Background: an optimization exercise with open tools, aiming at small area, a short achievable clock period and few clock cycles per item. Do not read the settings as production practice.
Power and IR drop assume default switching activity.

==> 10-13 <==
==> flow/design.v (excerpt) <==
module logp_power (
    input  wire        clk,
    input  wire        rst,
    input  wire        in_valid,
    output wire        in_ready,
    input  wire [63:0] re,
    input  wire [63:0] im,
    output reg         out_valid,
    output reg  [63:0] p
);
==> module logp_power, before the edit <==
module logp_power (
    input  wire        clk,
    input  wire        rst,
    input  wire        in_valid,
    output wire        in_ready,
    input  wire [63:0] re,
    input  wire [63:0] im,
    output reg         out_valid,
    output reg  [63:0] p
);
    assign in_ready = 1'b1;
    reg [5:0] v;
    always @(posedge clk) begin
        if (rst) begin
            v <= 6'd0;
            out_valid <= 1'b0;
        end else begin
            v <= {v[4:0], in_valid};
            out_valid <= v[5];
        end
    end
    reg [62:0] xa0, xb0;
    reg        topa0, topb0;
    always @(posedge clk) begin
        xa0 <= re[62:0];
        xb0 <= im[62:0];
        topa0 <= ({1'b1, re[51:0]} >= 53'd6369051672525773);
        topb0 <= ({1'b1, im[51:0]} >= 53'd6369051672525773);
    end
    wire [86:0] ta_a, ta_b, tb_a, tb_b;
    wire        ta_c, tb_c;
    wire [13:0] ia_, ib_;
    fp64_sq_tree u_ta (.x(xa0), .top(topa0), .ra(ta_a), .rb(ta_b), .cl(ta_c), .info(ia_));
    fp64_sq_tree u_tb (.x(xb0), .top(topb0), .ra(tb_a), .rb(tb_b), .cl(tb_c), .info(ib_));
    reg [86:0] ta1a, ta1b, tb1a, tb1b;
    reg        ta1c, tb1c;
    reg [13:0] ia1, ib1;
    always @(posedge clk) begin
        ta1a <= ta_a; ta1b <= ta_b; tb1a <= tb_a; tb1b <= tb_b;
        ta1c <= ta_c; tb1c <= tb_c;
        ia1 <= ia_; ib1 <= ib_;
    end
    wire [87:0] sa_ = {ta1a, ta1c} + {ta1b, ta1c};
    wire [87:0] sb_ = {tb1a, tb1c} + {tb1b, tb1c};
    wire [23:0] ia_f, ib_f;
    fp64_sq_info u_ia (.i(ia1), .info(ia_f));
    fp64_sq_info u_ib (.i(ib1), .info(ib_f));
    wire [20:0] dc_;
    exp_diff u_ed (.ia(ia_f), .ib(ib_f), .dc(dc_));
    reg [55:0] sa2, sb2;
    reg [23:0] ia2, ib2;
    reg [20:0] dc2;
    always @(posedge clk) begin
        sa2 <= sa_[87:32]; sb2 <= sb_[87:32];
        ia2 <= ia_f; ib2 <= ib_f;
        dc2 <= dc_;
    end
    wire [62:0] pa_, pb_;
    wire        ra53_, rb53_;
    fp64_sq_pack u_pa (.s(sa2), .info(ia2), .y(pa_), .r53(ra53_));
    fp64_sq_pack u_pb (.s(sb2), .info(ib2), .y(pb_), .r53(rb53_));
    reg [6:0] dsel_;
    always @(*) begin
        case ({ra53_, rb53_})
            2'b10:   dsel_ = dc2[20:14];
            2'b01:   dsel_ = dc2[6:0];
            default: dsel_ = dc2[13:7];
        endcase
    end
    reg [62:0] a3, b3;
    reg [6:0]  d3;
    always @(posedge clk) begin
        a3 <= pa_; b3 <= pb_; d3 <= dsel_;
    end
    wire [52:0] mh_;
    wire [55:0] al_;
    wire [10:0] eh_;
    wire [1:0]  sp_;
    fp64_add_align u_al (.a(a3), .b(b3), .swap(d3[6]), .d(d3[5:0]),
                         .mh(mh_), .al(al_), .eh(eh_), .sp(sp_));
    reg [52:0] mh4;
    reg [55:0] al4;
    reg [10:0] eh4;
    reg [1:0]  sp4;
    always @(posedge clk) begin
        mh4 <= mh_; al4 <= al_; eh4 <= eh_; sp4 <= sp_;
    end
    wire [53:0] y_ = {1'b0, mh4} + {1'b0, al4[55:3]};
    reg  [53:0] y5;
    reg  [2:0]  lo5;
    reg  [10:0] eh5;
    reg  [1:0]  sp5;
    always @(posedge clk) begin
        y5 <= y_; lo5 <= al4[2:0]; eh5 <= eh4; sp5 <= sp4;
    end
    wire [62:0] sum_;
    fp64_add_round u_ar (.y(y5), .lo(lo5), .eh(eh5), .sp(sp5), .p(sum_));
    always @(posedge clk)
        p <= {1'b0, sum_};
endmodule
export LEC_CHECK = 0
export CAP_MARGIN = 20
export CORE_MARGIN = 2
export CORE_UTILIZATION = 70
export CTS_CLUSTER_DIAMETER = 80
export CTS_CLUSTER_SIZE = 30
export PLACE_DENSITY = 0.8
export SLEW_MARGIN = 20
export SYNTH_HIERARCHICAL = 1
export SYNTH_MINIMUM_KEEP_SIZE = 0
create_clock -name core_clock -period 18.5 [get_ports {clk}]
standard.sh (not shown) runs the stock make flow with config.mk's settings and CLKGATE_MAP_FILE= SYNTH_SCRIPT=/design/flow/synth_recipe.tcl, a recipe that flattens the netlist after the stock synthesis.
==> flow/flow/run.sh <==
#!/bin/bash
# The standard layout (the standard.sh, ORFS from synthesis to the final
# layout), with two settings it leaves open:
# - timing repair aimed well below the clock period: repair_timing works until
#   the setup slack reaches SETUP_SLACK_MARGIN, so the layout meets timing at
#   the design's period with that much slack to spare;
# - the ports buffered with buf_4 cells (buffer_ports' default picks a slow
#   delay buffer).
# make's full output goes to standard.log; ORFS keeps each step's log under
# orfs/logs/.
set -euo pipefail
export SETUP_SLACK_MARGIN=13.6
export BUFFER_PORTS_ARGS="-buffer_cell sky130_fd_sc_hd__buf_4"
bash standard.sh > standard.log 2>&1
==> 05-04 (differences from 10-13) <==
--- a/flow/design.v
+++ b/flow/design.v
@@ -21,11 +21,14 @@
     end
     reg [62:0] xa0, xb0;
     reg        topa0, topb0;
+    wire       topa_, topb_;
+    sq_top u_tpa (.f(re[51:0]), .top(topa_));
+    sq_top u_tpb (.f(im[51:0]), .top(topb_));
     always @(posedge clk) begin
         xa0 <= re[62:0];
         xb0 <= im[62:0];
-        topa0 <= ({1'b1, re[51:0]} >= 53'd6369051672525773);
-        topb0 <= ({1'b1, im[51:0]} >= 53'd6369051672525773);
+        topa0 <= topa_;
+        topb0 <= topb_;
     end
     wire [86:0] ta_a, ta_b, tb_a, tb_b;
     wire        ta_c, tb_c;
@@ -3049,6 +3052,42 @@
     assign ra = ra_[106:20];
     assign rb = rb_[106:20];
 endmodule
+module sq_top (
+    input  wire [51:0] f,
+    output wire        top
+);
+    localparam [51:0] T = 52'd1865452045155277;
+    wire [12:0] gt0, eq0;
+    genvar g;
+    generate
+        for (g = 0; g < 13; g = g + 1) begin : grp
+            assign gt0[g] = f[4 * g +: 4] > T[4 * g +: 4];
+            assign eq0[g] = f[4 * g +: 4] == T[4 * g +: 4];
+        end
+    endgenerate
+    wire [6:0] gt1, eq1;
+    wire [3:0] gt2, eq2;
+    wire [1:0] gt3, eq3;
+    generate
+        for (g = 0; g < 6; g = g + 1) begin : l1
+            assign gt1[g] = gt0[2 * g + 1] | (eq0[2 * g + 1] & gt0[2 * g]);
+            assign eq1[g] = eq0[2 * g + 1] & eq0[2 * g];
+        end
+        for (g = 0; g < 3; g = g + 1) begin : l2
+            assign gt2[g] = gt1[2 * g + 1] | (eq1[2 * g + 1] & gt1[2 * g]);
+            assign eq2[g] = eq1[2 * g + 1] & eq1[2 * g];
+        end
+    endgenerate
+    assign gt1[6] = gt0[12];
+    assign eq1[6] = eq0[12];
+    assign gt2[3] = gt1[6];
+    assign eq2[3] = eq1[6];
+    assign gt3[0] = gt2[1] | (eq2[1] & gt2[0]);
+    assign eq3[0] = eq2[1] & eq2[0];
+    assign gt3[1] = gt2[3] | (eq2[3] & gt2[2]);
+    assign eq3[1] = eq2[3] & eq2[2];
+    assign top = gt3[1] | (eq3[1] & (gt3[0] | eq3[0]));
+endmodule
 module booth_sel (
     input  wire one,
     input  wire two,
==> flow/flow/run.sh (replaced) <==
#!/bin/bash
# The standard layout (the standard.sh: ORFS from synthesis to the final
# layout) with three changes in how it is made:
# - after the standard synthesis, each logic cell is set to the smallest drive
#   strength of its kind (downsize.py); the timing repair below upsizes only
#   the cells on paths that need it;
# - timing repair aimed well below the clock period: repair_timing works until
#   the setup slack reaches SETUP_SLACK_MARGIN, so the layout meets timing at
#   the design's period with that much slack to spare;
# - the ports buffered with buf_4 cells (buffer_ports' default picks a slow
#   delay buffer).
# Each make run's full output goes to a log here; ORFS keeps each step's log
# under orfs/logs/.
set -euo pipefail
export SETUP_SLACK_MARGIN=13.6
export BUFFER_PORTS_ARGS="-buffer_cell sky130_fd_sc_hd__buf_4"
res=orfs/results/$FLOW_PLATFORM/logp_power/base
bash standard.sh "$PWD/$res/1_2_yosys.v" > synth.log 2>&1
python3 flow/downsize.py "$FLOW_HOME/platforms/$FLOW_PLATFORM/lib/sky130_fd_sc_hd__tt_025C_1v80.lib" \
    "$res/1_2_yosys.v" > downsize.log 2>&1
bash standard.sh > standard.log 2>&1
==> flow/flow/downsize.py (new file) <==
#!/usr/bin/env python3
"""Set every combinational logic cell of a synthesized netlist to the smallest
cell of its footprint (same function and pins, least drive), so that the
timing repair later in the flow upsizes only the cells that need it.
Flip-flops, buffers, clock cells and tie cells are left as they are.

usage: downsize.py LIBERTY NETLIST   (rewrites NETLIST in place)
"""
import re
import sys
from collections import Counter

lib, netlist = sys.argv[1], sys.argv[2]
text = open(lib).read()
area, foot = {}, {}
for m in re.finditer(r'cell \("?(sky130_fd_sc_hd__\w+)"?\)', text):
    seg = text[m.end():m.end() + 200000]
    area[m.group(1)] = float(re.search(r"area\s*:\s*([\d.]+)", seg).group(1))
    f = re.search(r'cell_footprint\s*:\s*"?(\w+)"?', seg)
    foot[m.group(1)] = f.group(1) if f else None
smallest = {}
for cell, a in area.items():
    f = foot[cell]
    if "lpflow" in cell or "probe" in cell:
        continue
    if f and (f not in smallest or a < area[smallest[f]]):
        smallest[f] = cell
keep = ("sky130_fd_sc_hd__df", "sky130_fd_sc_hd__dl", "sky130_fd_sc_hd__buf",
        "sky130_fd_sc_hd__clk", "sky130_fd_sc_hd__conb", "sky130_fd_sc_hd__dly")
swaps = Counter()


def swap(m):
    cell = m.group(1)
    if cell.startswith(keep) or cell not in foot or not foot[cell]:
        return m.group(0)
    small = smallest[foot[cell]]
    if small == cell:
        return m.group(0)
    swaps[(cell, small)] += 1
    return small + m.group(2)


net = open(netlist).read()
net = re.sub(r"\b(sky130_fd_sc_hd__\w+)(\s+\S+\s*\()", swap, net)
open(netlist, "w").write(net)
for (a, b), n in sorted(swaps.items()):
    print(f"{n:6d} {a} -> {b}")
print(f"saved {sum((area[a] - area[b]) * n for (a, b), n in swaps.items()):.0f} um2")
CORE_UTILIZATION = 60   (was 70)
PLACE_DENSITY = 0.7   (was 0.8)
==> 07-17 (differences from 10-13) <==
==> flow/flow/run.sh (replaced) <==
#!/bin/bash
# The standard layout (the standard.sh: ORFS from synthesis to the final
# layout) with three changes in how it is made:
# - after the standard synthesis, each logic cell is set to the smallest drive
#   strength of its kind (downsize.py); the timing repair below upsizes only
#   the cells on paths that need it;
# - timing repair aimed well below the clock period: repair_timing works until
#   the setup slack reaches SETUP_SLACK_MARGIN, so the layout meets timing at
#   the design's period with that much slack to spare;
# - the ports buffered with buf_4 cells (buffer_ports' default picks a slow
#   delay buffer).
# Each make run's full output goes to a log here; ORFS keeps each step's log
# under orfs/logs/.
set -euo pipefail
export SETUP_SLACK_MARGIN=13.6
export BUFFER_PORTS_ARGS="-buffer_cell sky130_fd_sc_hd__buf_4"
res=orfs/results/$FLOW_PLATFORM/logp_power/base
bash standard.sh "$PWD/$res/1_2_yosys.v" > synth.log 2>&1
python3 flow/downsize.py "$FLOW_HOME/platforms/$FLOW_PLATFORM/lib/sky130_fd_sc_hd__tt_025C_1v80.lib" \
    "$res/1_2_yosys.v" > downsize.log 2>&1
bash standard.sh > standard.log 2>&1
==> flow/flow/downsize.py (new file) <==
#!/usr/bin/env python3
"""Set every combinational logic cell of a synthesized netlist to the smallest
cell of its footprint (same function and pins, least drive), so that the
timing repair later in the flow upsizes only the cells that need it.
Flip-flops, buffers, clock cells and tie cells are left as they are.

usage: downsize.py LIBERTY NETLIST   (rewrites NETLIST in place)
"""
import re
import sys
from collections import Counter

lib, netlist = sys.argv[1], sys.argv[2]
text = open(lib).read()
area, foot = {}, {}
for m in re.finditer(r'cell \("?(sky130_fd_sc_hd__\w+)"?\)', text):
    seg = text[m.end():m.end() + 200000]
    area[m.group(1)] = float(re.search(r"area\s*:\s*([\d.]+)", seg).group(1))
    f = re.search(r'cell_footprint\s*:\s*"?(\w+)"?', seg)
    foot[m.group(1)] = f.group(1) if f else None
smallest = {}
for cell, a in area.items():
    f = foot[cell]
    if "lpflow" in cell or "probe" in cell:
        continue
    if f and (f not in smallest or a < area[smallest[f]]):
        smallest[f] = cell
keep = ("sky130_fd_sc_hd__df", "sky130_fd_sc_hd__dl", "sky130_fd_sc_hd__buf",
        "sky130_fd_sc_hd__clk", "sky130_fd_sc_hd__conb", "sky130_fd_sc_hd__dly")
swaps = Counter()


def swap(m):
    cell = m.group(1)
    if cell.startswith(keep) or cell not in foot or not foot[cell]:
        return m.group(0)
    small = smallest[foot[cell]]
    if small == cell:
        return m.group(0)
    swaps[(cell, small)] += 1
    return small + m.group(2)


net = open(netlist).read()
net = re.sub(r"\b(sky130_fd_sc_hd__\w+)(\s+\S+\s*\()", swap, net)
open(netlist, "w").write(net)
for (a, b), n in sorted(swaps.items()):
    print(f"{n:6d} {a} -> {b}")
print(f"saved {sum((area[a] - area[b]) * n for (a, b), n in swaps.items()):.0f} um2")
CORE_UTILIZATION = 60   (was 70)
PLACE_DENSITY = 0.7   (was 0.8)
==> 04-05 (differences from 10-13) <==
--- a/flow/design.v
+++ b/flow/design.v
@@ -21,11 +21,14 @@
     end
     reg [62:0] xa0, xb0;
     reg        topa0, topb0;
+    wire       topa_, topb_;
+    sq_top u_tpa (.f(re[51:0]), .top(topa_));
+    sq_top u_tpb (.f(im[51:0]), .top(topb_));
     always @(posedge clk) begin
         xa0 <= re[62:0];
         xb0 <= im[62:0];
-        topa0 <= ({1'b1, re[51:0]} >= 53'd6369051672525773);
-        topb0 <= ({1'b1, im[51:0]} >= 53'd6369051672525773);
+        topa0 <= topa_;
+        topb0 <= topb_;
     end
     wire [86:0] ta_a, ta_b, tb_a, tb_b;
     wire        ta_c, tb_c;
@@ -3049,6 +3052,42 @@
     assign ra = ra_[106:20];
     assign rb = rb_[106:20];
 endmodule
+module sq_top (
+    input  wire [51:0] f,
+    output wire        top
+);
+    localparam [51:0] T = 52'd1865452045155277;
+    wire [12:0] gt0, eq0;
+    genvar g;
+    generate
+        for (g = 0; g < 13; g = g + 1) begin : grp
+            assign gt0[g] = f[4 * g +: 4] > T[4 * g +: 4];
+            assign eq0[g] = f[4 * g +: 4] == T[4 * g +: 4];
+        end
+    endgenerate
+    wire [6:0] gt1, eq1;
+    wire [3:0] gt2, eq2;
+    wire [1:0] gt3, eq3;
+    generate
+        for (g = 0; g < 6; g = g + 1) begin : l1
+            assign gt1[g] = gt0[2 * g + 1] | (eq0[2 * g + 1] & gt0[2 * g]);
+            assign eq1[g] = eq0[2 * g + 1] & eq0[2 * g];
+        end
+        for (g = 0; g < 3; g = g + 1) begin : l2
+            assign gt2[g] = gt1[2 * g + 1] | (eq1[2 * g + 1] & gt1[2 * g]);
+            assign eq2[g] = eq1[2 * g + 1] & eq1[2 * g];
+        end
+    endgenerate
+    assign gt1[6] = gt0[12];
+    assign eq1[6] = eq0[12];
+    assign gt2[3] = gt1[6];
+    assign eq2[3] = eq1[6];
+    assign gt3[0] = gt2[1] | (eq2[1] & gt2[0]);
+    assign eq3[0] = eq2[1] & eq2[0];
+    assign gt3[1] = gt2[3] | (eq2[3] & gt2[2]);
+    assign eq3[1] = eq2[3] & eq2[2];
+    assign top = gt3[1] | (eq3[1] & (gt3[0] | eq3[0]));
+endmodule
 module booth_sel (
     input  wire one,
     input  wire two,
CORE_UTILIZATION = 60   (was 70)
PLACE_DENSITY = 0.7   (was 0.8)
==> comparison table <==
                                                                             10-13                 04-05                 05-04                  07-17
Result of the run                                                   did not finish  no timing/DRC/antenna violations  no timing/DRC/antenna violations  no timing/DRC/antenna violations
Failing step                                                               5_1_grt                     -                     -                      -
Max Used Layer                                                                   -                  met5                  met5                   met5
Cell count of the worst hold path                                                -                     0                     0                      0
Proportion of total power due to net switching                                   -                49.96%                50.80%                 50.26%
Power density relative to cell area                                              -         177.8 nW/um^2         187.6 nW/um^2          183.7 nW/um^2
Sequential cell area in the final layout                                         -           22070 sq um           21990 sq um            21990 sq um
Critical path endpoint category                                                  -              register              register               register
Simple-gate share of the synthesized area                                   8.984%                9.218%                     -                      -
Startpoint of the worst register-to-register path                                -       xa0[21]$_DFF_P_       xa0[26]$_DFF_P_        xa0[19]$_DFF_P_
Number of remaining DRC errors                                                   -                     0                     0                      0
Layout fillers                                                                   -                 16110                 15560                  15520
Clock latency of the later-clocked register in the worst-skew pair               -               0.84 ns               0.77 ns                0.80 ns
Critical path destination                                                        -      ta1b[54]$_DFF_P_      ta1b[36]$_DFF_P_          topb0$_DFF_P_
Cell internal pwr                                                                -              11880 uW              11620 uW               11500 uW
Via-to-Cell Ratio                                                                -                 6.890                 7.081                  7.115
Combinational group power                                                        -              17200 uW              17300 uW               16600 uW
Endpoints failing setup                                                          -                     0                     0                      0
Worst-path clk slew                                                              -               0.10 ns               0.10 ns                0.09 ns
Gate Count Post-Synth                                                        11880                 11970                 11970                  11880
CTS-repair resized insts                                                       348                   295                   298                    330
Crit path required time                                                          -              19.18 ns              19.13 ns               19.15 ns
Fraction of cell area in non-clock buffers                                       -                4.533%                4.768%                 4.694%
Unique masters post-synth                                                      132                   130                     -                      -
Met3 WL post-DR                                                                  -              49270 um              65730 um               63360 um
Number of CTS-inserted buffers                                                  75                    80                    72                     79
Setup Crit Path Kind                                                             -  register to register  register to register  input pin to register
No run of this note included a check of the RTL's function; only the layout flow was run.

==> port drivers added, routing unchanged <==
In the flow no input, the clock included, has a driving cell. The finished layouts below were timed again as built, in two steps. Step 1 sets driving cells, clkbuf_16 on the clock port and buf_2 on the other inputs (assumed; they add their load-dependent delay and slew). Step 2 times the ports against the registers' clock, not the clock port: input delays grow and output delays shrink by t, the midpoint of the rising clock arrivals with the driver on. Slacks: ideal / step 1 / step 2; pairs: ideal / step 1.
| run | shift t [ns] | setup slack, ns | worst setup path at the end | worst register clock-pin slew, ns | pins driven straight from the clock port |
|---|---|---|---|---|---|
| 05-04 | 0.839 | 13.388 / 13.388 / 13.193 | input to register | 0.11 / 0.11 | 1 |
| 07-17 | 0.867 | 13.347 / 13.417 / 12.549 | input to register | 0.11 / 0.11 | 1 |
| 04-05 | 0.881 | 13.488 / 13.464 / 13.457 | input to register | 0.11 / 0.11 | 1 |
After both steps setup and hold are still met in every run listed. For 07-17, which loses most, drivers alone change the setup slack by +0.070 ns; drivers and shift together by -0.798 ns.
